Source: an optimization exercise on an open RTL-to-GDS flow (aim: small area, a short achievable clock period and few clock cycles). Production flows keep margins and buffers that such runs may drop.
RTL that was checked went through simulation tests only; none was proved equivalent to the original.
Power is estimated from default activity; no workload was simulated.

Design lcde, start of the top module:
module lcde (
    input  wire        clk,
    input  wire        rst,           
    input  wire        csr_we,
    input  wire [3:0]  csr_addr,
    input  wire [31:0] csr_wdata,
    output reg  [31:0] csr_rdata,
    output wire [2:0]  status,        
    output reg         pt_req,
    output reg  [16:0] pt_addr,
    input  wire        pt_ack,
    input  wire [31:0] pt_rdata,
    output reg         snk_valid,
    output reg  [1:0]  snk_cmd,
    output reg         cb_req,
    input  wire        cb_ack,
    input  wire [31:0] cb_count,
    output reg         diag
);
Settings: LEC_CHECK=0, CAP_MARGIN=20, CORE_MARGIN=2, CORE_UTILIZATION=50, SETUP_SLACK_MARGIN=4, SLEW_MARGIN=20; clock period 10.0 ns.
standard.sh (not shown) runs the stock make flow with config.mk's settings and CLKGATE_MAP_FILE= SYNTH_SCRIPT=/design/flow/synth_recipe.tcl, a recipe that flattens the netlist after the stock synthesis.
==> flow/flow/run.sh <==
#!/bin/bash
# The standard layout (standard synthesis, floorplan, power grid, placement, CTS,
# routing), with one change: the buffer placed on every input and output port
# is a sky130_fd_sc_hd__buf_2 instead of the default delay buffer.
set -euo pipefail
bash standard.sh BUFFER_PORTS_ARGS="-buffer_cell sky130_fd_sc_hd__buf_2" finish > standard_flow.log 2>&1
Testbench counts at the start, summed over its fixed seeds: cycles 32,668.
Next try:
--- a/flow/design.v
+++ b/flow/design.v
@@ -160,18 +160,16 @@
     wire        e_qp   = !qm_q[34];
     wire        rneg   = rraw_q ? !c6 : rm_q[32];          
     wire        e_b0   = e_qp && !rneg;
     wire [15:0] n_inc   = n_q + 16'd1;
     wire        n_end   = ne_q;
     wire        n_last  = nl_q;
     wire        n_last2 = ((n_q + 16'd2) == num_q);
     wire        run_ok   = (cs_q == C_RUN) && !n_end;
-    wire        p_run    = run_ok && pfv_q && (is_pcm ? gv_q : !ph_q);
-    wire        g_run    = run_ok && gv_q && (is_pcm ? pfv_q :  ph_q);
     wire [16:0] addr_inc  = pt_addr + (is_ppm ? 17'd2 : 17'd1);
     wire        more_cur  = lt35({19'd0, pt_addr[16:1]},  {19'd0, num_q}, 1'b1);
     wire        more_inc  = lt35({19'd0, addr_inc[16:1]}, {19'd0, num_q}, 1'b1);
     reg  [1:0]  state_d;
     reg         abort_d;
     reg  [31:0] events_d;
     reg  [15:0] n_d;
     reg  [2:0]  cs_d;
@@ -393,17 +391,17 @@
                 events_d = 32'd0;
                 abort_d  = 1'b1;
                 state_d  = ST_DONE;
                 cs_d     = C_IDLE;
             end
             default: cs_d = C_IDLE;
         endcase
         if (snk_valid_d) row0ne_d = (snk_cmd_d != CMD_CLR);
-        acc = pt_req && pt_ack && (pt_addr[0] ? (!gv_q || g_run) : (!pv_q || p_run));
+        acc = pt_req && pt_ack && (pt_addr[0] ? (!gv_q || g_use) : (!pv_q || p_use));
         pv_d = (pv_q && !p_use) || (acc && !pt_addr[0]);
         gv_d = (gv_q && !g_use) || (acc &&  pt_addr[0]);
         pt_addr_d = acc ? addr_inc : pt_addr;
         fetch_on  = (cs_q != C_IDLE);
         pt_req_d  = fetch_on && (acc ? more_inc : more_cur);
         if (cs_q == C_IDLE) begin
             pv_d      = 1'b0;
             gv_d      = 1'b0;
=> Worst setup slack loses 0.14 ns. Power went up slightly. Synthesized cell count rises by a few percent. Routed wire length came out higher by a few percent. Hold slack improved by 0.036 ns. Sequential cell count does not change.
The RTL of the second run of this note was laid out without a check of its function.

--- another note on this design; it stands on its own ---

// lcde
module lcde (
    input  wire        clk,
    input  wire        rst,           
    input  wire        csr_we,
    input  wire [3:0]  csr_addr,
    input  wire [31:0] csr_wdata,
    output reg  [31:0] csr_rdata,
    output wire [2:0]  status,        
    output reg         pt_req,
    output reg  [16:0] pt_addr,
    input  wire        pt_ack,
    input  wire [31:0] pt_rdata,
    output reg         snk_valid,
    output reg  [1:0]  snk_cmd,
    output reg         cb_req,
    input  wire        cb_ack,
    input  wire [31:0] cb_count,
    output reg         diag
);
Settings: LEC_CHECK=0, CAP_MARGIN=20, CORE_MARGIN=2, CORE_UTILIZATION=40, CTS_CLUSTER_DIAMETER=80, CTS_CLUSTER_SIZE=24, SETUP_SLACK_MARGIN=4, SLEW_MARGIN=20; clock period 10.0 ns.
standard.sh (not shown) runs the stock make flow with config.mk's settings and CLKGATE_MAP_FILE= SYNTH_SCRIPT=/design/flow/synth_recipe.tcl, a recipe that flattens the netlist after the stock synthesis.
==> flow/flow/run.sh <==
#!/bin/bash
# The standard layout (standard synthesis, floorplan, power grid, placement, CTS,
# routing), with one change: the buffer placed on every input and output port
# is a sky130_fd_sc_hd__buf_2 instead of the default delay buffer.
set -euo pipefail
bash standard.sh BUFFER_PORTS_ARGS="-buffer_cell sky130_fd_sc_hd__buf_2" finish > standard_flow.log 2>&1
The baseline finished clean.
Testbench counts at the start, summed over its fixed seeds: cycles 32,668.
==> next run, changes <==
Settings changed: CAP_MARGIN 20 to 5, CORE_UTILIZATION 40 to 50, CTS_CLUSTER_DIAMETER 80 to 110, CTS_CLUSTER_SIZE 24 to 20, SLEW_MARGIN 20 to 5.
The new run produced a clean layout.
Synthesized area stays the same.
Design area shrinks slightly.
Cell count shrinks by a few percent.
==> next run, changes <==
Settings changed: CAP_MARGIN 5 to 20, CORE_UTILIZATION 50 to 40, CTS_CLUSTER_DIAMETER 110 to default, CTS_CLUSTER_SIZE 20 to default, SETUP_SLACK_MARGIN 4 to 4.5, SLEW_MARGIN 5 to 20.
Result: The new run passed the timing, design-rule and antenna checks. Clock-buffer cell count is higher by 17. Combinational power is higher by a little under a tenth. Synthesized cell count stays the same. Via count is higher by a few percent. Final area is higher by a little under a tenth. Wire length is higher by a few percent. Worst setup slack improved by 0.17 ns.
==> next run, changes <==
Settings changed: SETUP_SLACK_MARGIN 4.5 to 4.
After rerunning: The new run finished with timing, DRC and antenna clean; cell area decreases by 4.0%; via count went down by 2.3%; first-iteration DRC count went up by 0.51%; maximum frequency shrinks by 2.6%; hold slack is worse by 0.0077 ns; sequential power hardly moves; power is higher by 1.4%; flip-flop and latch count is unchanged.

---

Starting RTL as in the previous note.
clock: 10.0 ns
lec_check: 0
cap_margin: 20
core_margin: 2
core_utilization: 40
cts_buf_list: sky130_fd_sc_hd__clkbuf_4 sky130_fd_sc_hd__clkbuf_8
cts_cluster_size: 20
setup_slack_margin: 4
slew_margin: 20
Scripts as last shown in full above: flow/flow/run.sh
Testbench counts at the start, summed over its fixed seeds: cycles 32,668.
Next try:
CTS_BUF_LIST = unset   (was sky130_fd_sc_hd__clkbuf_4 sky130_fd_sc_hd__clkbuf_8)
CTS_CLUSTER_DIAMETER = 110   (was unset)
After rerunning: The new run went through all stages and came out clean; flip-flop and latch count stays the same; combinational power hardly moves; setup slack improved by 0.020 ns; routed wire length goes down slightly; die area is unchanged; hold slack hardly moves; clock skew goes down by 0.022 ns; core utilization goes down by 1.1 points; via count goes down slightly; non-clock buffer count goes up by 4; cell area goes down by a few percent.
Next try:
CAP_MARGIN = 5   (was 20)
SLEW_MARGIN = 5   (was 20)
Effect:
- via count rose by 0.96%
- final cell count barely changes
- die area does not change
Next try:
CTS_CLUSTER_DIAMETER = unset   (was 110)
CTS_CLUSTER_SIZE = unset   (was 20)
Effect: First-iteration DRC count went down by 2.8%. Routed wire length is about the same. Utilization climbs by 0.74 points. Synthesized area is unchanged. Via count drops by 0.46%. Die area does not change. Worst setup slack gains 0.0037 ns. Count of clock-buffer cells in the layout came out higher by 24. Sequential share of layout area falls by 0.48 points.

afterwards: timing with drivers on the ports:
The results above use ideal ports. As a check the final layouts listed here were re-extracted and re-timed, cells and wires unchanged.
Step 1 assumes that a clkbuf_16 drives the clock port and a buf_2 every other input.
Step 2 moves the port delays by t, midway between the first and last clock arrival at a register: inputs arrive t later, outputs are due t later. That takes back most of the time a late clock gives input paths.
Three values: no drivers, after step 1, after step 2; two values: the first two.
run	t, ns	slack for setup (ns)	hold WS [ns]
the first run of note 1	0.712	4.058 / 4.036 / 4.036	0.493 / 0.493 / 0.493
the second run of note 1	0.706	3.913 / 3.913 / 3.913	0.529 / 0.529 / 0.529
the first run of note 2	0.668	4.028 / 4.007 / 4.007	0.499 / 0.499 / 0.499
the second run of note 2	0.692	4.029 / 4.029 / 4.029	0.497 / 0.497 / 0.497
the third run of note 2	0.714	4.196 / 4.196 / 4.196	0.499 / 0.499 / 0.499
the fourth run of note 2	0.713	4.044 / 4.023 / 4.023	0.492 / 0.492 / 0.492
the first run of note 3	0.808	4.026 / 4.019 / 4.019	0.496 / 0.496 / 0.496
the second run of note 3	0.705	4.046 / 4.025 / 4.025	0.499 / 0.499 / 0.499
the third run of note 3	0.706	4.065 / 4.045 / 4.045	0.499 / 0.499 / 0.499
the fourth run of note 3	0.704	4.068 / 4.050 / 4.050	0.494 / 0.494 / 0.494
After both steps every run listed still meets setup and hold. For the first run of note 1, which loses most, drivers alone change the setup slack by -0.022 ns; drivers and shift together by -0.022 ns.
